From an optimization exercise on the open Yosys and OpenROAD flow, aimed at small area, a short achievable clock period and few clock cycles; shortcuts taken in it are not production practice.
Function was not checked in any run shown here: the RTL went through the layout flow alone.
Power and IR drop assume default switching activity.

==> design.v <==
module gfce_crc_byte (
    input  wire [15:0] crc_in,
    input  wire [7:0]  data,
    output reg  [15:0] crc_out
);
    integer i;
    always @(*) begin
        crc_out = crc_in ^ {8'h00, data};
        for (i = 0; i < 8; i = i + 1) begin
            if (crc_out[0])
                crc_out = (crc_out >> 1) ^ 16'h8408;
            else
                crc_out = crc_out >> 1;
        end
    end
endmodule
module gfce_tx #(
    parameter [7:0] LOCAL_ADDR = 8'h42
) (
    input  wire       clk,
    input  wire       rst,
    input  wire       req_valid,
    output wire       req_ready,
    input  wire [7:0] req_dest,
    input  wire [7:0] req_cmd,
    input  wire [7:0] req_plen,
    input  wire       pl_valid,
    output wire       pl_ready,
    input  wire [7:0] pl_data,
    output wire       out_valid,
    input  wire       out_ready,
    output wire [7:0] out_data,
    output wire       done,
    output wire [3:0] done_status,
    output wire [7:0] done_inserted
);
    localparam [7:0] ESC = 8'hE0, ACK = 8'hE1, SOF = 8'hE2, EOF = 8'hE3;
    localparam [15:0] CRC_SOF = 16'hC4FF;    
    reg s_start, s_dest, s_len, s_src, s_cmd, s_pay, s_crch, s_crcl, s_eof, s_ack, s_rej;
    reg        hv;             
    reg [7:0]  h;
    reg        pend;           
    reg [1:0]  pend_lo;        
    reg [15:0] crc;            
    reg [7:0]  count;          
    reg [7:0]  inserted;       
    reg        ack_wait;       
    reg        rq_idle;        
    reg        pay_go;         
    reg        pay_idle;       
    wire gen = !hv || out_ready;     
    wire pop = hv && out_ready;
    assign out_valid     = hv;
    assign out_data      = h;
    assign done          = s_rej || (ack_wait && out_ready);
    assign done_status   = {s_rej, 3'b000};
    assign done_inserted = inserted;
    function automatic is_res(input [7:0] b);
        is_res = (b[7:2] == 6'b111000);
    endfunction
    wire       too_long = (req_plen[7:3] == 5'b11111);    
    wire [7:0] fc = ({8{s_dest}} & req_dest) | ({8{s_len}} & count) |
                    ({8{s_src}} & LOCAL_ADDR) | ({8{s_cmd}} & req_cmd) |
                    ({8{s_pay}} & pl_data);
    wire [7:0] fb = fc | ({8{s_crch}} & crc[15:8]) | ({8{s_crcl}} & crc[7:0]);
    wire res = (s_dest && is_res(req_dest)) || (s_len && is_res(count)) ||
               (s_cmd && is_res(req_cmd)) || (s_pay && is_res(pl_data)) ||
               (s_crch && is_res(crc[15:8])) || (s_crcl && is_res(crc[7:0]));
    wire [15:0] crc_cur = s_dest ? CRC_SOF : crc;
    wire [15:0] crc_next;
    gfce_crc_byte u_crc (.crc_in(crc_cur), .data(fc), .crc_out(crc_next));
    wire interior = s_dest || s_len || s_src || s_cmd || s_pay || s_crch || s_crcl;
    wire ready_st = (interior && !s_pay) || (s_pay && pl_valid) || s_eof || s_ack;
    wire go       = gen && !pend;
    wire proc     = go && ready_st;                           
    wire start    = gen && s_start && req_valid && !too_long;  
    wire reject   = s_start && !hv && req_valid && too_long;
    wire esc_now  = proc && res;
    wire push     = gen && (pend || ready_st || (s_start && req_valid && !too_long));
    assign req_ready = rq_idle || (s_cmd && out_ready);
    assign pl_ready  = pay_idle || (pay_go && out_ready);
    reg [7:0] pb;
    always @(*) begin
        if (pend)
            pb = {6'b110000, pend_lo};
        else if (s_start)
            pb = SOF;
        else if (s_eof)
            pb = EOF;
        else if (s_ack)
            pb = ACK;
        else if (res)
            pb = ESC;
        else
            pb = fb;
    end
    reg s_start_n, s_dest_n, s_len_n, s_src_n, s_cmd_n, s_pay_n, s_crch_n, s_crcl_n,
        s_eof_n, s_ack_n, s_rej_n, hv_n, pend_n;
    always @(*) begin
        {s_start_n, s_dest_n, s_len_n, s_src_n, s_cmd_n, s_pay_n, s_crch_n, s_crcl_n,
         s_eof_n, s_ack_n, s_rej_n} =
            {s_start, s_dest, s_len, s_src, s_cmd, s_pay, s_crch, s_crcl, s_eof, s_ack, s_rej};
        hv_n   = hv;
        pend_n = pend;
        if (push) hv_n = 1'b1;
        else if (pop) hv_n = 1'b0;
        if (gen) begin
            if (pend) pend_n = 1'b0;
            else if (esc_now) pend_n = 1'b1;
        end
        if (start) begin
            s_start_n = 1'b0;
            s_dest_n  = 1'b1;
        end
        if (reject) begin
            s_start_n = 1'b0;
            s_rej_n   = 1'b1;
        end
        if (s_rej) begin
            s_rej_n   = 1'b0;
            s_start_n = 1'b1;
        end
        if (proc) begin
            s_dest_n = 1'b0;
            s_len_n  = s_dest;
            s_src_n  = s_len;
            s_cmd_n  = s_src;
            s_crcl_n = s_crch;
            s_eof_n  = s_crcl;
            s_ack_n  = s_eof;
            if (s_ack) s_start_n = 1'b1;
            if (s_cmd) begin
                s_pay_n  = (count != 8'd8);
                s_crch_n = (count == 8'd8);
            end else begin
                s_pay_n  = s_pay && (count != 8'd9);
                s_crch_n = s_pay && (count == 8'd9);
            end
        end
    end
    always @(posedge clk) begin
        if (rst) begin
            {s_start, s_dest, s_len, s_src, s_cmd, s_pay, s_crch, s_crcl, s_eof, s_ack, s_rej} <=
                11'b100_0000_0000;
            hv       <= 1'b0;
            pend     <= 1'b0;
            ack_wait <= 1'b0;
            rq_idle  <= 1'b0;
            pay_go   <= 1'b0;
            pay_idle <= 1'b0;
        end else begin
            {s_start, s_dest, s_len, s_src, s_cmd, s_pay, s_crch, s_crcl, s_eof, s_ack, s_rej} <=
                {s_start_n, s_dest_n, s_len_n, s_src_n, s_cmd_n, s_pay_n, s_crch_n, s_crcl_n,
                 s_eof_n, s_ack_n, s_rej_n};
            hv       <= hv_n;
            pend     <= pend_n;
            ack_wait <= s_start_n && hv_n;
            rq_idle  <= s_rej_n || (s_cmd_n && !hv_n);
            pay_go   <= s_pay_n && !pend_n;
            pay_idle <= s_pay_n && !pend_n && !hv_n;
        end
    end
    always @(posedge clk) begin
        if (push) h <= pb;
        if (!pend) pend_lo <= fb[1:0];
        if (proc && (s_dest || s_len || s_src || s_cmd || s_pay))
            crc <= crc_next;
        if (start)
            inserted <= 8'd0;
        else if (pend && gen)
            inserted <= inserted + 8'd1;
        if (s_start)
            count <= {req_plen[7:3] + 5'd1, req_plen[2:0]};
        else if (proc && s_pay)
            count <= count - 8'd1;
    end
endmodule
module gfce_rx (
    input  wire       clk,
    input  wire       rst,
    input  wire       in_valid,
    output wire       in_ready,
    input  wire [7:0] in_data,
    output reg        pl_valid,
    output reg  [7:0] pl_data,
    output reg        done,
    output wire [3:0] status,
    output wire [7:0] msg_dest,
    output wire [7:0] msg_len,
    output wire [7:0] msg_src,
    output wire [7:0] msg_cmd
);
    localparam [7:0] ESC = 8'hE0, SOF = 8'hE2, EOF = 8'hE3;
    localparam [7:0] RX_LIMIT = 8'd255;    
    localparam [15:0] CRC_SOF = 16'hC4FF;  
    reg [7:0]  idx;         
    reg        escp;        
    reg        escerr;      
    reg        len_ok;      
    reg        early;       
    reg [15:0] crc;         
    reg [7:0]  d1, d2;      
    reg [7:0]  b_dest, b_len, b_src, b_cmd;
    reg [2:0]  st;
    assign in_ready = 1'b1;
    assign status   = {1'b0, st};
    assign msg_dest = b_dest;
    assign msg_len  = b_len;
    assign msg_src  = b_src;
    assign msg_cmd  = b_cmd;
    wire [15:0] crc_cur = (idx == 8'd2) ? CRC_SOF : crc;
    wire [15:0] crc_next;
    gfce_crc_byte u_crc (.crc_in(crc_cur), .data(d2), .crc_out(crc_next));
    wire is_sof = (in_data == SOF);
    wire is_eof = (in_data == EOF);
    wire is_esc = (in_data == ESC);
    wire [7:0] value    = {in_data[7:6], in_data[5] ^ escp, in_data[4:0]};
    wire       reserved = (value[7:2] == 6'b111000);
    wire       other    = in_valid && !is_sof && !is_eof && !is_esc;
    wire       store    = other && (idx != RX_LIMIT);
    wire       restart  = in_valid && (is_sof || is_eof);
    wire len_bad = (idx[7:1] == 7'd0) || !len_ok;
    wire crc_bad = (crc_cur != {d2, d1});
    wire lowlen   = (b_len[7:3] == 5'd0);
    wire lsmall  = len_bad || (!crc_bad && lowlen);
    wire [2:0] eof_status = {escerr || escp || (!len_bad && crc_bad),
                             escerr || escp || lsmall,
                             escerr || (!escp && lsmall)};
    always @(posedge clk) begin
        if (rst) begin
            idx      <= 8'd0;
            escp     <= 1'b0;
            escerr   <= 1'b0;
            pl_valid <= 1'b0;
            done     <= 1'b0;
            early    <= 1'b1;
        end else begin
            done     <= in_valid && is_eof;
            pl_valid <= store && (idx >= 8'd6);
            if (restart) begin
                early  <= 1'b1;
                idx    <= 8'd0;
                escp   <= 1'b0;
                escerr <= 1'b0;
            end else if (in_valid && is_esc) begin
                if (escp)
                    escerr <= 1'b1;
                escp <= 1'b1;
            end else if (other) begin
                escp <= 1'b0;
                if (escp && !reserved)
                    escerr <= 1'b1;
                if (store)
                    idx <= idx + 8'd1;
                if (store && idx[1:0] == 2'd3)
                    early <= 1'b0;
            end
        end
    end
    always @(posedge clk) begin
        pl_data <= d2;
        if (in_valid && is_eof)
            st <= eof_status;
        if (store && (idx >= 8'd2))
            crc <= crc_next;
        if (store) begin
            d1 <= value;
            d2 <= d1;
            if (idx == 8'd1)
                len_ok <= (value == 8'd4);
            else
                len_ok <= ({1'b0, b_len} == {1'b0, idx} + 9'd3);
            if (early) begin
                case (idx[1:0])
                    2'd0: b_dest <= value;
                    2'd1: b_len  <= value;
                    2'd2: b_src  <= value;
                    2'd3: b_cmd  <= value;
                endcase
            end
        end
    end
endmodule
module gfce_codec (
    input  wire       clk,
    input  wire       rst,
    input  wire       tx_req_valid,
    output wire       tx_req_ready,
    input  wire [7:0] tx_req_dest,
    input  wire [7:0] tx_req_cmd,
    input  wire [7:0] tx_req_plen,
    input  wire       tx_pl_valid,
    output wire       tx_pl_ready,
    input  wire [7:0] tx_pl_data,
    output wire       tx_out_valid,
    input  wire       tx_out_ready,
    output wire [7:0] tx_out_data,
    output wire       tx_done,
    output wire [3:0] tx_done_status,
    output wire [7:0] tx_done_inserted,
    input  wire       rx_in_valid,
    output wire       rx_in_ready,
    input  wire [7:0] rx_in_data,
    output wire       rx_pl_valid,
    output wire [7:0] rx_pl_data,
    output wire       rx_done,
    output wire [3:0] rx_status,
    output wire [7:0] rx_dest,
    output wire [7:0] rx_len,
    output wire [7:0] rx_src,
    output wire [7:0] rx_cmd
);
    gfce_tx #(.LOCAL_ADDR(8'h42)) u_tx (
        .clk(clk), .rst(rst),
        .req_valid(tx_req_valid), .req_ready(tx_req_ready),
        .req_dest(tx_req_dest), .req_cmd(tx_req_cmd), .req_plen(tx_req_plen),
        .pl_valid(tx_pl_valid), .pl_ready(tx_pl_ready), .pl_data(tx_pl_data),
        .out_valid(tx_out_valid), .out_ready(tx_out_ready), .out_data(tx_out_data),
        .done(tx_done), .done_status(tx_done_status), .done_inserted(tx_done_inserted)
    );
    gfce_rx u_rx (
        .clk(clk), .rst(rst),
        .in_valid(rx_in_valid), .in_ready(rx_in_ready), .in_data(rx_in_data),
        .pl_valid(rx_pl_valid), .pl_data(rx_pl_data),
        .done(rx_done), .status(rx_status),
        .msg_dest(rx_dest), .msg_len(rx_len), .msg_src(rx_src), .msg_cmd(rx_cmd)
    );
endmodule
==> flow/run.sh <==
#!/bin/bash
set -euo pipefail
export BUFFER_PORTS_ARGS="-buffer_cell sky130_fd_sc_hd__buf_1"
bash standard.sh > standard_flow.log 2>&1
==> standard.sh <==
#!/bin/bash
# synth_recipe.tcl (not shown) runs the flow's synth.tcl, then flattens the netlist and writes it again
# the make line also repeats each setting of config.mk as NAME=value (left out here)
make -C /OpenROAD-flow-scripts/flow DESIGN_CONFIG=/design/flow/config.mk WORK_HOME=/design/flow/orfs CLKGATE_MAP_FILE= SYNTH_SCRIPT=/design/flow/synth_recipe.tcl "${@:-finish}"
==> config.mk <==
export PLATFORM = sky130hd
export DESIGN_NAME = gfce_codec
export DESIGN_NICKNAME = gfce_codec
export VERILOG_FILES = /design/flow/design.v
export SDC_FILE = /design/flow/constraint.sdc
export NUM_CORES = 4
export LEC_CHECK = 0
export CAP_MARGIN = 20
export CORE_MARGIN = 2
export CORE_UTILIZATION = 40
export CTS_BUF_LIST = sky130_fd_sc_hd__clkbuf_8
export SETUP_SLACK_MARGIN = 2.05
export SLEW_MARGIN = 20
==> constraint.sdc <==
create_clock -name core_clock -period 4.0 [get_ports {clk}]
set_input_delay 0.8000 -clock core_clock [delete_from_list [all_inputs] [get_ports {clk}]]
set_output_delay 0.8000 -clock core_clock [all_outputs]
set_load 0.01 [all_outputs]
==> results of run 1 <==
cells in the final DEF, fill, tap and decap left out, types with 5 or more instances in the layout:
cell type | Yosys | final
nand3_1 | 11 | 9
nand2b_1 | 7 | 7
nor2b_1 | 11 | 9
dfxtp_1 | 46 | 29
buf_1 | 1 | 101
o21ai_1 | 0 | 5
xnor2_1 | 59 | 40
inv_2 | 0 | 5
a31oi_1 | 8 | 7
inv_6 | 0 | 5
a21oi_1 | 33 | 24
nor3_1 | 15 | 10
xnor2_2 | 0 | 14
nand2_1 | 43 | 35
xnor2_4 | 0 | 5
a22oi_1 | 7 | 5
ha_1 | 10 | 6
o21ai_0 | 29 | 18
nor2_4 | 0 | 8
a21oi_2 | 0 | 9
nand2_2 | 0 | 5
nand4_1 | 19 | 19
clkbuf_2 | 0 | 5
conb_1 | 2 | 5
and3_4 | 0 | 5
xor2_1 | 28 | 26
buf_6 | 0 | 13
inv_1 | 20 | 16
buf_4 | 8 | 60
nor2_2 | 0 | 5
dfxtp_2 | 0 | 5
a21o_1 | 6 | 5
or3_1 | 9 | 6
clkbuf_8 | 0 | 17
nor2_1 | 67 | 55
nor4_1 | 10 | 7
dfxtp_4 | 0 | 12
a222oi_1 | 8 | 8
edfxtp_1 | 102 | 102
kinds of logic (layout without fill, tap and decap cells):
group | after synthesis | in the layout | share of synthesized area
AO/OA/AOI/OAI | 124 | 124 | 0.118
XOR/XNOR | 87 | 87 | 0.106
adder cells (fa/ha/maj) | 10 | 10 | 0.0175
buffers and inverters | 61 | 245 | 0.0372
flip-flops | 148 | 148 | 0.556
multiplexers | 4 | 4 | 0.00594
other | 2 | 5 | 0.00105
AND/OR/NAND/NOR | 220 | 221 | 0.158
metal layers:
metal / vias up / global-route usage / routed length (um)
li1: 2741 / - / -
met1: 2899 / 0.303 / 8990
met2: 318 / 0.327 / 9670
met3: 32 / 0.0475 / 1620
met4: 0 / 0.0748 / 337
met5: - / 0 / 0
worst max path at each step:
stage / cells after the start / endpoint / slack, ns / start
CTS: 6 / u_tx.pay_go$_SDFF_PP0_ / 1.75 / u_tx.s_len$_SDFFE_PP0N_
detailed placement: 6 / u_rx.b_dest[3]$_DFFE_PP_ / 1.32 / rx_in_data[7]
global route: 7 / u_tx.rq_idle$_SDFF_PP0_ / 1.74 / u_tx.s_len$_SDFFE_PP0N_
finish: 6 / u_tx.pay_idle$_SDFF_PP0_ / 1.78 / u_tx.s_len$_SDFFE_PP0N_
floorplan: 6 / u_tx.pay_idle$_SDFF_PP0_ / 1.80 / u_tx.s_len$_SDFFE_PP0N_
global placement: 6 / u_rx.b_dest[4]$_DFFE_PP_ / 1.35 / rx_in_data[7]
final cells by class:
type	instances	area share
tap	225	0.0292
clock inverter	15	0.0152
clock buffer	17	0.0243
timing repair buffer	192	0.123
sequential	148	0.419
multi-input combinational	451	0.379
inverter	21	0.00949
worst max-delay path, delay by kind of cell, from the launching register on:
| kind | cells | cell delay (ns) |
|---|---|---|
| AND/OR/NAND/NOR | 4 | 1.11 |
| AO/OA/AOI/OAI | 2 | 0.69 |
| flip-flops | 1 | 0.35 |
per-stage QoR:
step                total power [W]  instance area, um2   util  std cells  hold slack, ns
floorplan                   0.00221                7430      -        659           0.346
global placement            0.00233                7930  0.455        958           0.467
detailed placement          0.00234                7930  0.455        958           0.502
CTS                         0.00356                9050  0.519       1043           0.512
global route                0.00380                9630  0.553       1069           0.524
finish                      0.00366                9630  0.553       1069           0.497
state kept, by name (all words and copies together) (netlist names), 2 cells and up:
name / cells
u_rx.crc: 16
u_tx.crc: 16
u_rx.b_cmd: 8
u_rx.b_dest: 8
u_rx.b_len: 8
u_rx.b_src: 8
u_rx.d1: 8
u_rx.d2: 8
u_rx.idx: 8
u_rx.pl_data: 8
u_tx.count: 8
u_tx.h: 8
u_tx.inserted: 8
u_rx.st: 3
u_tx.pend_lo: 2
cells in the mapped netlist, types with 7 or more instances:
cell and count:
xor2_1 28, nor3_1 15, o21ai_0 29, nor4_1 10, or3_1 9, inv_1 20
nand3_1 11, a21oi_1 33, xnor2_1 59, a222oi_1 8, edfxtp_1 102, nor2b_1 11
nand2b_1 7, dfxtp_1 46, nand2_1 43, a22oi_1 7, ha_1 10, buf_4 8
a31oi_1 8, nand4_1 19, nor2_1 67, clkbuf_1 25
power groups by stage:
| stage | Combinational (W) | Clock [W] | Sequential (W) |
|---|---|---|---|
| 3_3_place_gp | 0.000465 | 0 | 0.00187 |
| 3_5_place_dp | 0.000477 | 0 | 0.00187 |
| 2_1_floorplan | 0.000366 | 0 | 0.00184 |
| 6_report | 0.000701 | 0.00113 | 0.00182 |
| 4_1_cts | 0.000590 | 0.00115 | 0.00182 |
| 5_1_grt | 0.000752 | 0.00122 | 0.00183 |
repair_timing:
item	4_1_cts	5_1_grt
endpoints found under the setup margin	166	145
gates resized for setup	80	86
setup buffers	53	24
pin swaps	33	45
gates cloned	0	2
==> impl_metrics.tcl, run 1 <==
set metrics [dict create \
    status "finished clean" \
    cts.clk_slew.worst_paths_ns 0.09 \
    clk-insertion-delay-late_ns 0.44 \
    remaining_drc_errors 0 \
    cap_violations 0 \
    placementRows 48 \
    cts_max_level 4 \
    synth.distinct_cells 66 \
    grt_pass1_wl_um 30900 \
    yosys_warnings 3 \
    hpwl_um 13200 \
    start_util 0.411 \
    first_pass_iters 6 \
    cp.required_ns 4.38 \
    diodes 0 \
    tightest_slew_ns 0.935 \
    vias 5990 \
    rrSetupSlack_ns 1.78 \
    pre_cts_ws_ns 1.32 \
    worstHoldEndpoint "u_tx.inserted[7]$_SDFFE_PP0P_" \
    fin_tns_setup_ns 0 \
    grt_usage 0.215 \
    clk_path_buf_depth 2 \
    min_period_ns 2.22 \
    regArea_mm2 0.00404 \
    synth.area.top_cells "edfxtp_1, dfxtp_1, xnor2_1, nor2_1, xor2_1" \
    worstSetupPathType "reg2reg" \
    leakagePower_nw 3.44 \
    dieArea_mm2 0.0190 \
    switching_share 0.294 \
    crit_path_cell_trace "or4_4 -> o41a_4 -> o31ai_4 -> nor3_2 -> or3_4 -> nor2b_2" \
    area_delta_synth_final_pct 34.4 \
    fin_crit_sh 0.554 \
    cp.arrival_ns 2.60 \
    synthFlopType "edfxtp_1" \
    synth.top_cell.area_share 0.427 \
    route.detailed.wl_per_inst_um 19.3 \
    start_kind "flop" \
    fmax_mhz 451 \
    syn_area_per_cell_um2 10.9 \
    path_max_fanout 3 \
    r2r-end "u_tx.pay_idle$_SDFF_PP0_" \
    p_seq_frac 0.498 \
    power.density_mw_per_mm2 380 \
    p_int_w 0.00258 \
    r2r_cells 6 \
    portBuffers 111 \
    root_buffer "clkbuf_8" \
    final.setup.worst_slack_ns 1.78 \
    multi_input_area_mm2 0.00365 \
    final-max-slew-violation-count 0 \
    hold_path.class "reg2reg" \
    fill_cells 1490 \
    totalWireLength_um 20600 \
    clockPowerShare 0.310 \
    grt_pass1_vias 5676 \
    slew_headroom 0.377 \
    synth_edf_count 102 \
    postRouteAntennaNets 0 \
    reg2reg_from "u_tx.s_len$_SDFFE_PP0N_" \
    cts.sink_count 148 \
    antenna_found_initial 0 \
    vdd_drop_max_v 0.000216 \
    ctsHoldBuffers 0 \
    min_path_cells 2 \
    hold_violations 0 \
    seq_area_frac_synth 0.556 \
    grt_max_degree 27 \
    synth_largest_area_cell "edfxtp_1" \
    p_switching_w 0.00108 \
    ios 117 \
    gp_congestion 0.863 \
    grt_setup_unrepaired "true" \
    drive_gt1_frac 0.303 \
    endpoint_kind "flop" \
    hp-start "u_tx.inserted[7]$_SDFFE_PP0P_" \
    die_height_um 138 \
    syn-cell-area_mm2 0.00717 \
    die_x_um 138 \
    yosys_register_bits 148 \
    first_iter_violations 470 \
    numCtsBuffers 17 \
    power_frac_comb 0.192 \
    finalSetupViolations 0 \
    grt_overflow 0 \
    finalClockSkew_ns 0.0146 \
    crit_slowest_cell "or4_4" \
    core_area_mm2 0.0174 \
    syn_inst 656 \
    slowest_delay_ns 0.54 \
    final_nets 887 \
    viasPerCell 5.60 \
    async_flop_share 0 \
    cts_tree "yes" \
]
==> inputs of run 2 (changes only) <==
--- a/design.v
+++ b/design.v
@@ -68,7 +68,5 @@
                (s_crch && is_res(crc[15:8])) || (s_crcl && is_res(crc[7:0]));
-    wire [15:0] crc_cur = s_dest ? CRC_SOF : crc;
     wire [15:0] crc_next;
-    gfce_crc_byte u_crc (.crc_in(crc_cur), .data(fc), .crc_out(crc_next));
-    wire interior = s_dest || s_len || s_src || s_cmd || s_pay || s_crch || s_crcl;
-    wire ready_st = (interior && !s_pay) || (s_pay && pl_valid) || s_eof || s_ack;
+    gfce_crc_byte u_crc (.crc_in(crc), .data(fc), .crc_out(crc_next));
+    wire ready_st = !(s_start || s_pay || s_rej) || (s_pay && pl_valid);
     wire go       = gen && !pend;
@@ -165,3 +163,5 @@
         if (!pend) pend_lo <= fb[1:0];
-        if (proc && (s_dest || s_len || s_src || s_cmd || s_pay))
+        if (start)
+            crc <= CRC_SOF;
+        else if (proc && (s_dest || s_len || s_src || s_cmd || s_pay))
             crc <= crc_next;
@@ -210,5 +210,4 @@
     assign msg_cmd  = b_cmd;
-    wire [15:0] crc_cur = (idx == 8'd2) ? CRC_SOF : crc;
     wire [15:0] crc_next;
-    gfce_crc_byte u_crc (.crc_in(crc_cur), .data(d2), .crc_out(crc_next));
+    gfce_crc_byte u_crc (.crc_in(crc), .data(d2), .crc_out(crc_next));
     wire is_sof = (in_data == SOF);
@@ -222,3 +221,3 @@
     wire len_bad = (idx[7:1] == 7'd0) || !len_ok;
-    wire crc_bad = (crc_cur != {d2, d1});
+    wire crc_bad = (crc != {d2, d1});
     wire lowlen   = (b_len[7:3] == 5'd0);
@@ -263,3 +262,5 @@
             st <= eof_status;
-        if (store && (idx >= 8'd2))
+        if (rst || restart)
+            crc <= CRC_SOF;
+        else if (store && (idx >= 8'd2))
             crc <= crc_next;
==> flow/run.sh (replaced) <==
#!/bin/bash
set -euo pipefail
export BUFFER_PORTS_ARGS="-buffer_cell sky130_fd_sc_hd__buf_1"
export CTS_ARGS="-sink_clustering_enable -repair_clock_nets -buf_list sky130_fd_sc_hd__clkbuf_8 -dont_use_dummy_load"
bash standard.sh > standard_flow.log 2>&1
--- a/config.mk
+++ b/config.mk
@@ -9,5 +9,5 @@
 export CORE_MARGIN = 2
-export CORE_UTILIZATION = 40
+export CORE_UTILIZATION = 35
 export CTS_BUF_LIST = sky130_fd_sc_hd__clkbuf_8
-export SETUP_SLACK_MARGIN = 2.05
+export SETUP_SLACK_MARGIN = 1.9
 export SLEW_MARGIN = 20
==> run 2 against run 1 <==
Effect of this change:
- sequential power about the same
- combinational power is about 20% lower
- clock-buffer cell count is the same
- core utilization decreased by 12 points
- hold slack got worse by 0.063 ns
- via count shrank 11%
- cell count decreased by 3.6%
- first-iteration DRC count decreased by 29%
- sequential cell count did not move
- global-route usage shrank 4.7 points
- critical path type is now in2out
- critical endpoint is now tx_req_ready
==> impl_metrics.tcl, run 2 <==
set metrics [dict create \
    status "finished clean" \
    finalSetupViolations 0 \
    synth_largest_area_cell "edfxtp_1" \
    vdd_drop_max_v 0.000260 \
    cp.arrival_ns 1.27 \
    grt_pass1_wl_um 28500 \
    cap_violations 0 \
    multi_input_area_mm2 0.00341 \
    reg_top3 "u_rx.crc: 16 flops, u_tx.crc: 16 flops" \
    grt_setup_unrepaired "true" \
    ios 117 \
    fin_crit_sh 0.518 \
    crit_path_cell_trace "clkbuf_4 -> a21o_1 -> buf_4" \
    core_area_mm2 0.0195 \
    yosys_register_bits 148 \
    cts.sink_count 148 \
    postRouteAntennaNets 0 \
    syn-cell-area_mm2 0.00700 \
    drive_gt1_frac 0.145 \
    synth.top_cell.area_share 0.300 \
    cp.required_ns 3.20 \
    clk-insertion-delay-late_ns 0.46 \
    worstSetupPathType "in2out" \
    synth_edf_count 70 \
    die_x_um 145 \
    numCtsBuffers 17 \
    antenna_found_initial 0 \
    min_period_ns 2.07 \
    seq_area_frac_synth 0.523 \
    endpoint_kind "primary output" \
    syn_inst 644 \
    syn_area_per_cell_um2 10.9 \
    gp_congestion 0.807 \
    synthFlopType "dfxtp_1" \
    placementRows 51 \
    fill_cells 1933 \
    leakagePower_nw 2.98 \
    reg2reg_from "u_tx.s_start$_SDFF_PP1_" \
    async_flop_share 0 \
    hp-start "u_rx.d2[3]$_DFFE_PN_" \
    vias 5351 \
    remaining_drc_errors 0 \
    start_kind "input port" \
    dieArea_mm2 0.0211 \
    hpwl_um 12500 \
    fmax_mhz 483 \
    final_cell_mix "buf_1, dfxtp_1, edfxtp_1" \
    hold_path.class "reg2reg" \
    regArea_mm2 0.00368 \
    clk_path_buf_depth 2 \
    diodes 0 \
    finalClockSkew_ns 0.0292 \
    yosys_warnings 3 \
    first_pass_iters 5 \
    path_max_fanout 6 \
    layout_commonest_cell "buf_1" \
    start_util 0.358 \
    first_iter_violations 335 \
    dp_cells 992 \
    die_height_um 145 \
    hold_ws_ns 0.434 \
    final-max-slew-violation-count 0 \
    ctsHoldBuffers 0 \
    grt_usage 0.168 \
    portBuffers 111 \
    final_nets 824 \
    ys_top_cells_by_count "dfxtp_1, edfxtp_1, xnor2_1" \
    grt_pass1_vias 5178 \
    slowest_delay_ns 0.17 \
    synth.distinct_cells 74 \
    crit_slowest_cell "a21o_1" \
    totalWireLength_um 18100 \
    tightest_slew_ns 0.739 \
    final_core_util 0.428 \
    instances_no_fill 1030 \
    cts_max_level 4 \
    synth.most_common_cell "dfxtp_1" \
    route.detailed.wl_per_inst_um 17.5 \
    critPathLaunch "tx_out_ready" \
    cts_tree "yes" \
    root_buffer "clkbuf_8" \
    viasPerCell 5.20 \
    critical_path.top_delay_family "buffers and inverters" \
    area_delta_synth_final_pct 19.5 \
    grt_max_degree 25 \
    crit_buf_inv 2 \
    power.density_mw_per_mm2 384 \
    synth.area.top_cells "edfxtp_1, dfxtp_1, xnor2_1, nor2_1, nand2_1" \
    cts.clk_slew.worst_paths_ns 0.07 \
    grt_overflow 0 \
    slew_headroom 0.506 \
    hold_violations 0 \
    fin_tns_setup_ns 0 \
]
## run 2: worst paths after layout
path	slack, ns	endpoint	cells past startpoint
max	1.93	tx_req_ready	3
min	0.43	u_rx.pl_data[3]$_DFF_P_	0
max reg2reg	1.96	u_tx.crc[9]$_SDFFE_PP0P_	6
min reg2reg	0.43	u_rx.pl_data[3]$_DFF_P_	0
## run 2: cell type report
cell class / instances / share of cell area
clock buffers: 17 / 0.0280
inverters: 14 / 0.00628
multi-input cells: 455 / 0.408
flip-flops and latches: 148 / 0.440
well taps: 265 / 0.0396
repair buffers: 131 / 0.0779
## run 2: power by group
part / switching (W) / internal (W) / total, W
sequential: 0.000106 / 0.00169 / 0.00179
clock: 0.000483 / 0.000374 / 0.000857
combinational: 0.000292 / 0.000273 / 0.000564
## run 2: what timing repair did
item / CTS / global route
setup buffers: 8 / 8
setup endpoints to repair: 116 / 37
gates resized for setup: 21 / 47
pin swaps: 5 / 13
gates cloned: 2 / 3
## run 2: stage by stage
step,instance area (um2),setup WS (ns),power (W)
6_report,8360,1.93,0.00322
3_3_place_gp,7740,1.04,0.00234
5_1_grt,8360,1.87,0.00336
2_1_floorplan,7160,1.62,0.00220
3_5_place_dp,7740,0.994,0.00234
4_1_cts,8120,1.88,0.00321
## run 2: kinds of logic (layout without fill, tap and decap cells)
group / after synthesis / in the layout / share of synthesized area
and+or+nand+nor: 215 / 219 / 0.158
other: 2 / 5 / 0.00107
muxes: 7 / 7 / 0.0100
adders and majority gates: 11 / 11 / 0.0197
xor gates and xnor gates: 89 / 89 / 0.128
buffers and inverters: 48 / 162 / 0.0336
AOI/OAI and AO/OA: 124 / 124 / 0.126
DFF: 148 / 148 / 0.523
## run 2: metal layers
layer	up-vias	routed length (um)	share of wire	global-route usage
met5	-	0	0	0
met4	0	195	0.011	0.0485
met3	16	1060	0.058	0.0455
met2	155	8150	0.45	0.251
met1	2602	8670	0.48	0.240
li1	2578	-	-	-
==> inputs of run 3 (changes only) <==
--- a/design.v
+++ b/design.v
@@ -3,14 +3,7 @@
     input  wire [7:0]  data,
-    output reg  [15:0] crc_out
+    output wire [15:0] crc_out
 );
-    integer i;
-    always @(*) begin
-        crc_out = crc_in ^ {8'h00, data};
-        for (i = 0; i < 8; i = i + 1) begin
-            if (crc_out[0])
-                crc_out = (crc_out >> 1) ^ 16'h8408;
-            else
-                crc_out = crc_out >> 1;
-        end
-    end
+    wire [7:0] x0 = crc_in[7:0] ^ data;
+    wire [7:0] x  = {x0[7:4] ^ x0[3:0], x0[3:0]};
+    assign crc_out = {8'h00, crc_in[15:8]} ^ {x, 8'h00} ^ {5'h00, x, 3'h0} ^ {12'h000, x[7:4]};
 endmodule
@@ -70,3 +63,4 @@
     gfce_crc_byte u_crc (.crc_in(crc), .data(fc), .crc_out(crc_next));
-    wire ready_st = !(s_start || s_pay || s_rej) || (s_pay && pl_valid);
+    wire interior = s_dest || s_len || s_src || s_cmd || s_pay || s_crch || s_crcl;
+    wire ready_st = (interior && !s_pay) || (s_pay && pl_valid) || s_eof || s_ack;
     wire go       = gen && !pend;
==> run 3 against run 2 <==
Effect of this change:
- global-route usage is 0.087 points higher
- sequential power hardly changed
- sequential share of layout area rose by 2.3 points
- non-clock buffer count is the same
- highest routed layer unchanged
- still clean on timing, DRC and antenna
- maximum frequency decreased by 0.45%
- clock skew grew 0.0088 ns
- die area shrank 3.5%
- largest cell class unchanged
- final area shrank 4.8%
- register-to-register slack hardly changed
- clock power down 0.5%
- first-iteration DRC count fell by 22%
==> impl_metrics.tcl, run 3 <==
set metrics [dict create \
    grt_pass1_vias 4916 \
    grt_overflow 0 \
    clk_path_buf_depth 2 \
    worstSetupPathType "in2out" \
    seq_area_frac_synth 0.543 \
    area_delta_synth_final_pct 18.0 \
    portBuffers 111 \
    ios 117 \
    grt_setup_unrepaired "true" \
    drive_gt1_frac 0.129 \
    reg_top3 "u_rx.crc: 16 flops, u_tx.crc: 16 flops" \
    ys_top_cells_by_count "dfxtp_1, edfxtp_1, nand2_1" \
    grt_max_degree 25 \
    synthFlopType "dfxtp_1" \
    viasPerCell 5.02 \
    yosys_register_bits 148 \
    min_period_ns 2.08 \
    hpwl_um 12000 \
    core_area_mm2 0.0188 \
    slew_headroom 0.553 \
    dp_cells 981 \
    synth_largest_area_cell "edfxtp_1" \
    dieArea_mm2 0.0204 \
    layout_commonest_cell "buf_1" \
    final_nets 811 \
    antenna_found_initial 0 \
    finalSetupViolations 0 \
    placementRows 50 \
    tightest_slew_ns 0.669 \
    hold_violations 0 \
    gp_congestion 0.815 \
    syn-cell-area_mm2 0.00675 \
    power.density_mw_per_mm2 408 \
    die_x_um 143 \
    instances_no_fill 1013 \
    cp.arrival_ns 1.28 \
    die_height_um 143 \
    path_max_fanout 4 \
    total_power_w 0.00325 \
    root_buffer "clkbuf_8" \
    start_util 0.358 \
    synth.top_cell.area_share 0.311 \
    hold_path.class "reg2reg" \
    first_iter_violations 261 \
    fmax_mhz 481 \
    async_flop_share 0 \
    grt_pass1_wl_um 26600 \
    ctsHoldBuffers 0 \
    final_cell_mix "buf_1, edfxtp_1, dfxtp_1" \
    postRouteAntennaNets 0 \
    endpoint_kind "primary output" \
    cts.sink_count 148 \
    fin_crit_sh 0.520 \
    vias 5089 \
    cap_violations 0 \
    cts.clk_slew.worst_paths_ns 0.07 \
    clk-insertion-delay-late_ns 0.45 \
    finalClockSkew_ns 0.0380 \
    synth.most_common_cell "dfxtp_1" \
    rrSetupSlack_ns 1.96 \
    numCtsBuffers 17 \
    vdd_drop_max_v 0.000233 \
    cp.required_ns 3.20 \
    totalWireLength_um 16800 \
    cts_tree "yes" \
    fill_cells 1903 \
    route.detailed.wl_per_inst_um 16.5 \
    synth_edf_count 70 \
    final-max-slew-violation-count 0 \
    leakagePower_nw 2.78 \
    start_kind "input port" \
    syn_inst 636 \
    synth.distinct_cells 58 \
    remaining_drc_errors 0 \
    fin_tns_setup_ns 0 \
    first_pass_iters 5 \
    cts_max_level 4 \
    syn_area_per_cell_um2 10.6 \
    diodes 0 \
    yosys_warnings 2 \
    grt_usage 0.169 \
    synth.area.top_cells "edfxtp_1, dfxtp_1, xnor2_1, xor2_1, nand2_1" \
    status "finished clean" \
]
-- run 3: cell types whose count changed in the layout (fill, tap and decap cells not counted), moves of 5 or more --
cell,before,now
nand2_1,45,65
nand3_1,18,9
xnor3_1,5,0
buf_4,14,19
buf_2,0,5
a21oi_1,21,26
xnor2_1,62,57
xor2_1,17,32
inv_1,14,9
buf_6,6,1
o21ai_1,6,1
-- run 3: area by class of cell --
| type | count | area [um2] | area share |
|---|---|---|---|
| sequential | 148 | 3680 | 0.462 |
| multi-input combinational | 448 | 3110 | 0.390 |
| timing repair buffer | 131 | 579 | 0.0727 |
| tap | 260 | 325 | 0.0408 |
| clock buffer | 17 | 234 | 0.0294 |
| inverter | 9 | 33.8 | 0.00424 |
-- run 3: cell families (layout without fill, tap and decap cells) --
logic type | after synthesis | count (layout) | synth area share
adder cells (fa/ha/maj) | 10 | 10 | 0.0185
multiplexers | 4 | 4 | 0.00612
other | 2 | 5 | 0.00111
buffers and inverters | 43 | 157 | 0.0293
flip-flops | 148 | 148 | 0.543
XOR/XNOR | 92 | 92 | 0.120
AND/OR/NAND/NOR | 221 | 221 | 0.162
AO/OA/AOI/OAI | 116 | 116 | 0.120
-- run 3: stage by stage --
stage	hold WS (ns)	utilization	cell area (um2)	setup slack [ns]
final	0.468	0.423	7970	1.92
after detailed placement	0.452	0.397	7470	1.07
after CTS	0.468	0.414	7800	1.86
after floorplan	0.409	-	6870	1.75
after global routing	0.494	0.423	7970	1.90
after global placement	0.444	0.397	7470	1.16
-- run 3: path summary, 6_finish.rpt --
path / start / end / cells past startpoint
worst min register to register: u_rx.d2[5]$_DFFE_PP_ / u_rx.pl_data[5]$_DFF_P_ / 0
worst max-delay path: tx_out_ready / tx_done / 3
worst max register to register: u_tx.count[3]$_DFFE_PP_ / u_tx.h[7]$_SDFFCE_PP1P_ / 6
worst min-delay path: u_rx.d2[5]$_DFFE_PP_ / u_rx.pl_data[5]$_DFF_P_ / 0
-- run 3: where the power goes --
part / leakage, nW / internal, W / total (W) / switching (W)
sequential: 1.31 / 0.00170 / 0.00182 / 0.000112
clock: 0.122 / 0.000374 / 0.000853 / 0.000479
combinational: 1.35 / 0.000256 / 0.000585 / 0.000328
-- run 3: layer usage --
| metal | share of wire | track usage |
|---|---|---|
| met1 | 0.48 | 0.233 |
| met2 | 0.44 | 0.256 |
| met3 | 0.064 | 0.0486 |
| met4 | 0.017 | 0.0563 |
| met5 | 0 | 0 |
-- run 3: worst max-delay path, stage by stage --
cell	delay [ns]
buf_2	0.15
a21o_1	0.16
buf_1	0.16
-- run 3: timing repair --
action / 4_1_cts / 5_1_grt
pin swaps: 1 / 3
setup endpoints to repair: 84 / 68
buffers inserted: 6 / 9
gates resized for setup: 19 / 24
==> inputs of run 4 (changes only) <==
--- a/config.mk
+++ b/config.mk
@@ -11,3 +11,3 @@
 export CTS_BUF_LIST = sky130_fd_sc_hd__clkbuf_8
-export SETUP_SLACK_MARGIN = 1.9
+export SETUP_SLACK_MARGIN = 1.95
 export SLEW_MARGIN = 20
==> run 4 against run 3 <==
Effect of this change:
- critical path depth stayed put
- clock-buffer cell count stayed put
- sequential power hardly changed
- synthesized cell count stayed put
- via count is 1.9% higher
- core utilization is 0.74 points higher
- still clean
- combinational power is 4.1% higher
==> impl_metrics.tcl, run 4 <==
set metrics [dict create \
    ys_top_cells_by_count "dfxtp_1, edfxtp_1, nand2_1" \
    placementRows 50 \
    syn_inst 636 \
    grt_setup_unrepaired "true" \
    portBuffers 111 \
    power.density_mw_per_mm2 404 \
    r2r_cells 5 \
    hold_violations 0 \
    route.top_layer_used "met4" \
    syn_area_per_cell_um2 10.6 \
    hpwl_um 12200 \
    final_nets 814 \
    rrSetupSlack_ns 2.01 \
    cap_violations 0 \
    syn-cell-area_mm2 0.00675 \
    leakagePower_nw 2.84 \
    synthFlopType "dfxtp_1" \
    yosys_warnings 2 \
    grt_max_degree 28 \
    fin_crit_sh 0.510 \
    layout_commonest_cell "buf_1" \
    yosys_register_bits 148 \
    final_core_util 0.430 \
    synth.distinct_cells 58 \
    drive_gt1_frac 0.142 \
    totalWireLength_um 17100 \
    async_flop_share 0 \
    area_delta_synth_final_pct 20.1 \
    start_kind "input port" \
    seq_area_frac_synth 0.543 \
    root_buffer "clkbuf_8" \
    synth_edf_count 70 \
    start_util 0.358 \
    final_cell_mix "buf_1, edfxtp_1, dfxtp_1" \
    antenna_found_initial 0 \
    clk_path_buf_depth 2 \
    first_iter_violations 299 \
    routed-wl-met2_um 7510 \
    viasPerCell 5.11 \
    reg2reg_from "u_tx.s_crch$_SDFFE_PP0N_" \
    grt_pass1_wl_um 26400 \
    instances_no_fill 1016 \
    first_pass_iters 5 \
    reg_top3 "u_rx.crc: 16 flops, u_tx.crc: 16 flops" \
    min_period_ns 2.04 \
    cts.clk_slew.worst_paths_ns 0.08 \
    worstSetupPathType "in2out" \
    fmax_mhz 490 \
    dieArea_mm2 0.0204 \
    grt_usage 0.168 \
    tightest_slew_ns 0.578 \
    clk-insertion-delay-late_ns 0.44 \
    finalClockSkew_ns 0.0337 \
    die_x_um 143 \
    vias 5187 \
    hp-start "u_rx.d2[1]$_DFFE_PP_" \
    cts_max_level 4 \
    gp_congestion 0.830 \
    diodes 0 \
    met1Wirelength_um 7960 \
    synth_largest_area_cell "edfxtp_1" \
    hold_ws_ns 0.429 \
    postRouteAntennaNets 0 \
    hold_path.class "reg2reg" \
    remaining_drc_errors 0 \
    wl_met3_um 1400 \
    die_height_um 143 \
    synth.area.top_cells "edfxtp_1, dfxtp_1, xnor2_1, xor2_1, nand2_1" \
    ctsHoldBuffers 0 \
    core_area_mm2 0.0188 \
    cp.arrival_ns 1.24 \
    grt_overflow 0 \
    route.detailed.wl_per_inst_um 16.9 \
    total_power_w 0.00327 \
    status "finished clean" \
    cts.sink_count 148 \
    synth.top_cell.area_share 0.311 \
    grt_pass1_vias 4918 \
    fin_tns_setup_ns 0 \
    endpoint_kind "primary output" \
    numCtsBuffers 17 \
    slew_headroom 0.613 \
    final-max-slew-violation-count 0 \
    worstHoldEndpoint "u_rx.pl_data[1]$_DFF_P_" \
    ios 117 \
    vdd_drop_max_v 0.000346 \
    cp.required_ns 3.20 \
    path_max_fanout 4 \
    min_path_cells 0 \
    fill_cells 1804 \
    r2r-end "u_tx.h[7]$_SDFFCE_PP1P_" \
    synth.most_common_cell "dfxtp_1" \
    cts_tree "yes" \
    dp_cells 981 \
    finalSetupViolations 0 \
]
run 4: cell counts after synthesis:
No cell type changed its count.
run 4: worst max path at each step:
stage | start | end | depth (start not counted)
2_1_floorplan | rx_in_data[7] | u_rx.b_cmd[0]$_DFFE_PP_ | 5
3_3_place_gp | rx_in_data[3] | u_rx.idx[6]$_SDFFE_PP0P_ | 8
3_5_place_dp | rx_in_data[2] | u_rx.idx[6]$_SDFFE_PP0P_ | 8
4_1_cts | rx_in_data[7] | u_rx.idx[6]$_SDFFE_PP0P_ | 8
5_1_grt | u_tx.s_dest$_SDFFE_PP0P_ | u_tx.crc[9]$_SDFFE_PP0P_ | 6
6_report | tx_out_ready | tx_pl_ready | 3
run 4: worst max-delay path: stages:
cell and delay [ns]:
buf_8 0.11, a21o_1 0.18, buf_2 0.15
run 4: cell type report:
cell class / count / area [um2] / area share
flip-flops and latches: 148 / 3680 / 0.454
clock buffers: 17 / 234 / 0.0289
inverters: 9 / 33.8 / 0.00417
multi-input cells: 449 / 3180 / 0.392
repair buffers: 133 / 654 / 0.0807
well taps: 260 / 325 / 0.0401
run 4: routing by layer:
layer | up-vias | global-route usage
li1 | 2518 | -
met1 | 2447 | 0.225
met2 | 207 | 0.257
met3 | 15 | 0.0587
met4 | 0 | 0.0505
met5 | - | 0
run 4: stage by stage:
| stage | area, um2 | setup slack (ns) |
|---|---|---|
| finish | 8110 | 1.96 |
| global route | 8110 | 1.90 |
| CTS | 7820 | 1.86 |
| detailed placement | 7470 | 1.02 |
| global placement | 7470 | 1.10 |
| floorplan | 6890 | 1.75 |
run 4: cell families after synthesis:
logic type | after synthesis | share of synthesized area
AND/OR/NAND/NOR | 221 | 0.162
XOR/XNOR | 92 | 0.120
flip-flops | 148 | 0.543
adder cells (fa/ha/maj) | 10 | 0.0185
AO/OA/AOI/OAI | 116 | 0.120
multiplexers | 4 | 0.00612
other | 2 | 0.00111
buffers and inverters | 43 | 0.0293
run 4: where the power goes:
| group | switching (W) | leakage, nW | internal, W |
|---|---|---|---|
| logic | 0.000337 | 1.41 | 0.000272 |
| registers | 0.000116 | 1.31 | 0.00170 |
| clock network | 0.000470 | 0.122 | 0.000375 |
run 4: timing repair:
| action | 4_1_cts | 5_1_grt |
|---|---|---|
| pin swaps | 2 | 7 |
| setup buffers | 3 | 13 |
| gates resized for setup | 30 | 38 |
| cloned | 0 | 2 |
| endpoints found under the setup margin | 107 | 98 |
==> inputs of run 5 (changes only) <==
--- a/design.v
+++ b/design.v
@@ -3,7 +3,14 @@
     input  wire [7:0]  data,
-    output wire [15:0] crc_out
+    output reg  [15:0] crc_out
 );
-    wire [7:0] x0 = crc_in[7:0] ^ data;
-    wire [7:0] x  = {x0[7:4] ^ x0[3:0], x0[3:0]};
-    assign crc_out = {8'h00, crc_in[15:8]} ^ {x, 8'h00} ^ {5'h00, x, 3'h0} ^ {12'h000, x[7:4]};
+    integer i;
+    always @(*) begin
+        crc_out = crc_in ^ {8'h00, data};
+        for (i = 0; i < 8; i = i + 1) begin
+            if (crc_out[0])
+                crc_out = (crc_out >> 1) ^ 16'h8408;
+            else
+                crc_out = crc_out >> 1;
+        end
+    end
 endmodule
@@ -54,3 +61,3 @@
     wire       too_long = (req_plen[7:3] == 5'b11111);    
-    wire [7:0] fc = ({8{s_dest}} & req_dest) | ({8{s_len}} & count) |
+    wire [7:0] fc = ({8{s_dest}} & req_dest) | ({8{s_len}} & {count[7:3] + 5'd1, count[2:0]}) |
                     ({8{s_src}} & LOCAL_ADDR) | ({8{s_cmd}} & req_cmd) |
@@ -58,3 +65,3 @@
     wire [7:0] fb = fc | ({8{s_crch}} & crc[15:8]) | ({8{s_crcl}} & crc[7:0]);
-    wire res = (s_dest && is_res(req_dest)) || (s_len && is_res(count)) ||
+    wire res = (s_dest && is_res(req_dest)) || (s_len && (count[7:2] == 6'b110110)) ||
                (s_cmd && is_res(req_cmd)) || (s_pay && is_res(pl_data)) ||
@@ -124,7 +131,7 @@
             if (s_cmd) begin
-                s_pay_n  = (count != 8'd8);
-                s_crch_n = (count == 8'd8);
+                s_pay_n  = (count != 8'd0);
+                s_crch_n = (count == 8'd0);
             end else begin
-                s_pay_n  = s_pay && (count != 8'd9);
-                s_crch_n = s_pay && (count == 8'd9);
+                s_pay_n  = s_pay && (count != 8'd1);
+                s_crch_n = s_pay && (count == 8'd1);
             end
@@ -166,3 +173,3 @@
         if (s_start)
-            count <= {req_plen[7:3] + 5'd1, req_plen[2:0]};
+            count <= req_plen;
         else if (proc && s_pay)
--- a/config.mk
+++ b/config.mk
@@ -11,3 +11,3 @@
 export CTS_BUF_LIST = sky130_fd_sc_hd__clkbuf_8
-export SETUP_SLACK_MARGIN = 1.95
+export SETUP_SLACK_MARGIN = 1.9
 export SLEW_MARGIN = 20
==> run 5 against run 4 <==
Effect of this change:
- clock skew shrank 0.0032 ns
- combinational power is 4.6% higher
- still clean on timing, DRC and antenna
- sequential share of layout area up 0.61 points
- via count is 0.93% lower
==> impl_metrics.tcl, run 5 <==
set metrics [dict create \
    grt_usage 0.167 \
    dieArea_mm2 0.0204 \
    area_delta_synth_final_pct 18.2 \
    hold_path.class "reg2reg" \
    slew_headroom 0.607 \
    clockPowerShare 0.257 \
    final-max-slew-violation-count 0 \
    p_int_w 0.00237 \
    first_iter_violations 463 \
    postRouteAntennaNets 0 \
    seq_area_frac_synth 0.543 \
    p_seq_frac 0.551 \
    antenna_found_initial 0 \
    final_nets 824 \
    rrSetupSlack_ns 1.88 \
    grt_max_degree 26 \
    clk-insertion-delay-late_ns 0.45 \
    route.detailed.wl_per_inst_um 16.4 \
    finalSetupViolations 0 \
    reg_top3 "u_rx.crc: 16 flops, u_tx.crc: 16 flops" \
    portBuffers 111 \
    remaining_drc_errors 0 \
    cts.clk_slew.worst_paths_ns 0.08 \
    root_buffer "clkbuf_8" \
    synth.area.top_cells "edfxtp_1, dfxtp_1, xnor2_1, xor2_1, nand2_1" \
    grt_pass1_vias 4719 \
    vdd_drop_max_v 0.000206 \
    p_switching_w 0.000959 \
    final_cell_mix "buf_1, dfxtp_1, edfxtp_1" \
    drive_gt1_frac 0.116 \
    cap_violations 0 \
    cts.sink_count 148 \
    yosys_register_bits 148 \
    diodes 0 \
    start_util 0.359 \
    switching_share 0.288 \
    cts_tree "yes" \
    grt_setup_unrepaired "true" \
    fin_tns_setup_ns 0 \
    cp.required_ns 4.31 \
    endpoint_kind "flop" \
    syn_area_per_cell_um2 10.5 \
    synth.top_cell.area_share 0.311 \
    worstSetupPathType "reg2reg" \
    r2r_cells 8 \
    min_period_ns 2.12 \
    clk_path_buf_depth 2 \
    yosys_warnings 3 \
    vias 5139 \
    min_path_cells 0 \
    ys_top_cells_by_count "dfxtp_1, nand2_1, edfxtp_1" \
    power.density_mw_per_mm2 417 \
    async_flop_share 0 \
    die_x_um 143 \
    worstHoldEndpoint "u_rx.pl_data[2]$_DFF_P_" \
    synth.most_common_cell "dfxtp_1" \
    fin_crit_sh 0.530 \
    viasPerCell 5.00 \
    syn_inst 641 \
    first_pass_iters 6 \
    leakagePower_nw 2.89 \
    synth.distinct_cells 56 \
    final_core_util 0.424 \
    die_height_um 143 \
    placementRows 50 \
    gp_congestion 0.845 \
    syn-cell-area_mm2 0.00675 \
    ios 117 \
    cp.arrival_ns 2.43 \
    grt_pass1_wl_um 25900 \
    power_frac_comb 0.191 \
    finalClockSkew_ns 0.0305 \
    r2r-end "u_tx.pay_go$_SDFF_PP0_" \
    cts_max_level 4 \
    grt_overflow 0 \
    synth_largest_area_cell "edfxtp_1" \
    hpwl_um 12100 \
    layout_commonest_cell "buf_1" \
    reg2reg_from "u_tx.s_cmd$_SDFF_PP0_" \
    numCtsBuffers 17 \
    ctsHoldBuffers 0 \
    synth_edf_count 70 \
    start_kind "flop" \
    fmax_mhz 472 \
    tightest_slew_ns 0.588 \
    totalWireLength_um 16900 \
    core_area_mm2 0.0188 \
    status "finished clean" \
    synthFlopType "dfxtp_1" \
    path_max_fanout 15 \
    hp-start "u_rx.d2[2]$_DFFE_PP_" \
    hold_violations 0 \
]
==> run 5: changes by cell type after synthesis, sizes merged, moves of 4 or more <==
| cell | delta |
|---|---|
| a221oi | -6 |
| nor2 | +4 |
| nand3 | +9 |
| nor3 | -7 |
| inv | +8 |
| nand2 | +5 |
==> run 5: per-layer routing <==
| layer | up-vias | track usage | share of wire | wire [um] |
|---|---|---|---|---|
| met1 | 2438 | 0.235 | 0.48 | 8040 |
| met2 | 164 | 0.250 | 0.45 | 7660 |
| li1 | 2517 | - | - | - |
| met5 | - | 0 | 0 | 0 |
| met4 | 0 | 0.0542 | 0.013 | 225 |
| met3 | 20 | 0.0436 | 0.056 | 948 |
==> run 5: kinds of logic after synthesis <==
family / after synthesis / share of synthesized area
compound gates: 112 / 0.116
xor+xnor: 96 / 0.129
fa+ha+maj: 9 / 0.0167
simple gates: 221 / 0.156
other cells: 2 / 0.00111
mux: 3 / 0.00445
flops: 148 / 0.543
buf+inv: 50 / 0.0341
==> run 5: layout make-up <==
| cell class | count | area, um2 |
|---|---|---|
| Clock buffer | 17 | 234 |
| Fill cell | 1823 | 10800 |
| Inverter | 17 | 63.8 |
| Multi-Input combinational cell | 447 | 3050 |
| Sequential cell | 148 | 3670 |
| Tap cell | 260 | 325 |
| Timing Repair Buffer | 138 | 634 |
==> run 5: how the worst max path moves through the flow <==
stage,to,startpoint
finish,u_tx.pay_go$_SDFF_PP0_,u_tx.s_cmd$_SDFF_PP0_
global route,u_rx.len_ok$_DFFE_PP_,u_rx.idx[1]$_SDFFE_PP0P_
CTS,u_tx.crc[0]$_SDFFE_PP1P_,u_tx.count[4]$_DFFE_PP_
detailed placement,u_rx.crc[7]$_SDFFE_PP1P_,rx_in_data[4]
global placement,u_rx.crc[7]$_SDFFE_PP1P_,rx_in_data[4]
floorplan,u_tx.crc[3]$_SDFFE_PP1P_,tx_req_cmd[3]
==> run 5: timing repair <==
item	in CTS	in global routing
pin swaps	2	7
gates resized for setup	16	26
buffers inserted	7	12
cloned	0	1
endpoints found under the setup margin	88	54
==> run 5: power groups by stage <==
stage	logic, W	clock network, W	registers, W
after floorplan	0.000434	0	0.00183
after global placement	0.000561	0	0.00187
after detailed placement	0.000564	0	0.00187
after CTS	0.000599	0.000876	0.00183
after global routing	0.000703	0.000936	0.00185
final	0.000637	0.000857	0.00184
==> run 5: through the flow <==
step / area, um2 / hold WS, ns / instances / setup slack [ns] / power (W)
finish: 7980 / 0.443 / 1027 / 1.88 / 0.00333
global route: 7980 / 0.472 / 1027 / 1.78 / 0.00349
CTS: 7790 / 0.442 / 1014 / 1.87 / 0.00331
detailed placement: 7440 / 0.424 / 990 / 1.18 / 0.00243
global placement: 7440 / 0.419 / 990 / 1.24 / 0.00243
floorplan: 6820 / 0.409 / 644 / 1.84 / 0.00227
==> run 5: worst max-delay path: stages (launching register included) <==
cell	delay (ns)
dfxtp_1	0.31
buf_8	0.15
or4_4	0.50
o41ai_4	0.30
a21oi_2	0.10
buf_6	0.16
a21oi_2	0.13
a311o_1	0.25
nor2b_1	0.08
==> inputs of run 6 (changes only) <==
--- a/config.mk
+++ b/config.mk
@@ -11,3 +11,3 @@
 export CTS_BUF_LIST = sky130_fd_sc_hd__clkbuf_8
-export SETUP_SLACK_MARGIN = 1.9
+export SETUP_SLACK_MARGIN = 2.0
 export SLEW_MARGIN = 20
==> run 6 against run 5 <==
Effect of this change:
- largest cell class unchanged
- sequential power is essentially flat
- first-iteration DRC count shrank 22%
- critical path type unchanged
- maximum frequency grew 4.2%
- hold slack gained 0.027 ns
- combinational power grew 11%
- clock power shrank 1%
==> impl_metrics.tcl, run 6 <==
set metrics [dict create \
    remaining_drc_errors 0 \
    tightest_slew_ns 0.569 \
    grt_overflow 0 \
    status "finished clean" \
    syn_inst 641 \
    pre_cts_ws_ns 0.862 \
    hpwl_um 12100 \
    cp.required_ns 4.30 \
    fin_crit_sh 0.508 \
    portBuffers 111 \
    totalWireLength_um 17200 \
    slew_headroom 0.620 \
    fin_tns_setup_ns 0 \
    route.detailed.wl_per_inst_um 16.4 \
    drive_gt1_frac 0.175 \
    synth_largest_area_cell "edfxtp_1" \
    grt_usage 0.172 \
    grt_pass1_vias 4941 \
    cap_violations 0 \
    start_kind "flop" \
    start_util 0.359 \
    finalClockSkew_ns 0.0289 \
    core_area_mm2 0.0188 \
    cp.arrival_ns 2.33 \
    cts_tree "yes" \
    critPathLaunch "u_tx.s_len$_SDFFE_PP0N_" \
    total_power_w 0.00339 \
    layout_commonest_cell "buf_1" \
    antenna_found_initial 0 \
    hold_path.class "reg2reg" \
    diodes 0 \
    synth_edf_count 70 \
    synthFlopType "dfxtp_1" \
    placementRows 50 \
    gp_congestion 0.829 \
    dieArea_mm2 0.0204 \
    grt_setup_unrepaired "true" \
    power.density_mw_per_mm2 405 \
    ys_top_cells_by_count "dfxtp_1, nand2_1, edfxtp_1" \
    finalInstanceArea_mm2 0.00837 \
    cts_max_level 4 \
    final_core_util 0.444 \
    hp-start "u_rx.d2[5]$_DFFE_PP_" \
    first_pass_iters 5 \
    synth.top_cell.area_share 0.311 \
    synth.area.top_cells "edfxtp_1, dfxtp_1, xnor2_1, xor2_1, nand2_1" \
    final-max-slew-violation-count 0 \
    reg_top3 "u_rx.crc: 16 flops, u_tx.crc: 16 flops" \
    cts.clk_slew.worst_paths_ns 0.07 \
    grt_max_degree 26 \
    vdd_drop_max_v 0.000218 \
    min_period_ns 2.03 \
    grt_pass1_wl_um 27100 \
    synth.most_common_cell "dfxtp_1" \
    worstSetupPathType "reg2reg" \
    syn_area_per_cell_um2 10.5 \
    clk-insertion-delay-late_ns 0.44 \
    viasPerCell 5.00 \
    syn-cell-area_mm2 0.00675 \
    postRouteAntennaNets 0 \
    vias 5268 \
    path_max_fanout 8 \
    first_iter_violations 362 \
    fmax_mhz 492 \
    root_buffer "clkbuf_8" \
    synth.distinct_cells 56 \
    clk_path_buf_depth 2 \
    seq_area_frac_synth 0.543 \
    final.setup.worst_slack_ns 1.97 \
    hold_violations 0 \
    reg2reg_from "u_tx.s_len$_SDFFE_PP0N_" \
    leakagePower_nw 3.08 \
    die_height_um 143 \
    area_delta_synth_final_pct 23.9 \
    numCtsBuffers 17 \
    fill_cells 1809 \
    endpoint_kind "flop" \
    yosys_warnings 3 \
    die_x_um 143 \
    ios 117 \
    place_area_mm2 0.00746 \
    final_nets 850 \
    finalSetupViolations 0 \
    async_flop_share 0 \
    yosys_register_bits 148 \
    final_cell_mix "buf_1, edfxtp_1, dfxtp_1" \
    cts.sink_count 148 \
]
-- run 6: cell counts after synthesis --
No cell type changed its count.
-- run 6: final timing paths --
path | end | slack [ns] | cells past startpoint
worst min-delay path | u_rx.pl_data[5]$_DFF_P_ | 0.47 | 0
worst max-delay path | u_tx.pay_go$_SDFF_PP0_ | 1.97 | 7
worst max register to register | u_tx.pay_go$_SDFF_PP0_ | 1.97 | 7
worst min register to register | u_rx.pl_data[5]$_DFF_P_ | 0.47 | 0
-- run 6: layout make-up --
cell class | instances | area, um2 | share of cell area
clock buffers | 17 | 234 | 0.0280
inverters | 17 | 63.8 | 0.00763
multi-input cells | 449 | 3200 | 0.383
flip-flops and latches | 148 | 3690 | 0.441
well taps | 260 | 325 | 0.0389
repair buffers | 162 | 852 | 0.102
-- run 6: stage by stage --
stage	hold slack, ns	std cells
6_report	0.470	1053
5_1_grt	0.496	1053
4_1_cts	0.473	1031
3_5_place_dp	0.447	989
3_3_place_gp	0.453	989
2_1_floorplan	0.409	644
-- run 6: metal layers --
layer / share of wire / track usage / up-vias
met5: 0 / 0 / -
met1: 0.47 / 0.245 / 2552
li1: - / - / 2577
met3: 0.039 / 0.0376 / 21
met4: 0.014 / 0.0474 / 0
met2: 0.48 / 0.265 / 118
-- run 6: power breakdown --
group | switching (W) | total (W) | internal (W)
logic | 0.000374 | 0.000707 | 0.000333
clock network | 0.000474 | 0.000848 | 0.000374
registers | 0.000126 | 0.00184 | 0.00171
-- run 6: cell families after synthesis --
family | after synthesis | share of synthesized area
flops | 148 | 0.543
simple gates | 221 | 0.156
mux | 3 | 0.00445
buf+inv | 50 | 0.0341
xor+xnor | 96 | 0.129
compound gates | 112 | 0.116
fa+ha+maj | 9 | 0.0167
other cells | 2 | 0.00111
-- run 6: worst max-delay path, stage by stage, from the launching register on --
cell and delay, ns:
dfxtp_4 0.35, or4_4 0.54, o41ai_4 0.31, a21oi_2 0.11, buf_6 0.17, a21oi_2 0.11
a311o_1 0.24, nor2b_1 0.07
-- run 6: repair_timing --
item                                    in CTS  in global routing
buffers inserted                            25                 19
cloned                                       0                  3
endpoints found under the setup margin     115                103
hold buffers                                 0                  0
pin swaps                                   17                 20
gates resized for setup                     49                 35

[what the ideal ports hide]
No port has a modelled driver above. Below, the same layouts with a new extraction and two added sets of constraints.
Step 1 (the two cells are an assumption about what drives the block):
set clk [get_ports {clk}]
set_driving_cell -lib_cell sky130_fd_sc_hd__clkbuf_16 $clk
set_driving_cell -lib_cell sky130_fd_sc_hd__buf_2 [delete_from_list [all_inputs] $clk]
Step 2 moves the port delays by t, midway between the first and last clock arrival at a register: inputs arrive t later, outputs are due t later. That takes back most of the time a late clock gives input paths.
Slacks: no drivers / after step 1 / after step 2; pairs: no drivers / after step 1.
run | t, ns | setup slack, ns | hold WS [ns] | worst data-port slew with drivers (ns) | cell pins on the clock port's net
run 1 | 0.478 | 1.784 / 1.784 / 1.410 | 0.497 / 0.497 / 0.497 | 0.05 | 1
run 2 | 0.481 | 1.928 / 1.901 / 1.450 | 0.434 / 0.434 / 0.434 | 0.05 | 1
run 3 | 0.469 | 1.919 / 1.895 / 1.501 | 0.468 / 0.468 / 0.468 | 0.05 | 1
run 4 | 0.463 | 1.960 / 1.920 / 1.515 | 0.429 / 0.429 / 0.429 | 0.06 | 1
run 5 | 0.472 | 1.881 / 1.881 / 1.484 | 0.443 / 0.443 / 0.443 | 0.05 | 1
run 6 | 0.469 | 1.967 / 1.938 / 1.614 | 0.470 / 0.470 / 0.470 | 0.05 | 1
After both steps every run listed still meets setup and hold. The setup slack of run 2, which loses most, moves by -0.027 ns with the drivers and by -0.478 ns with both steps.
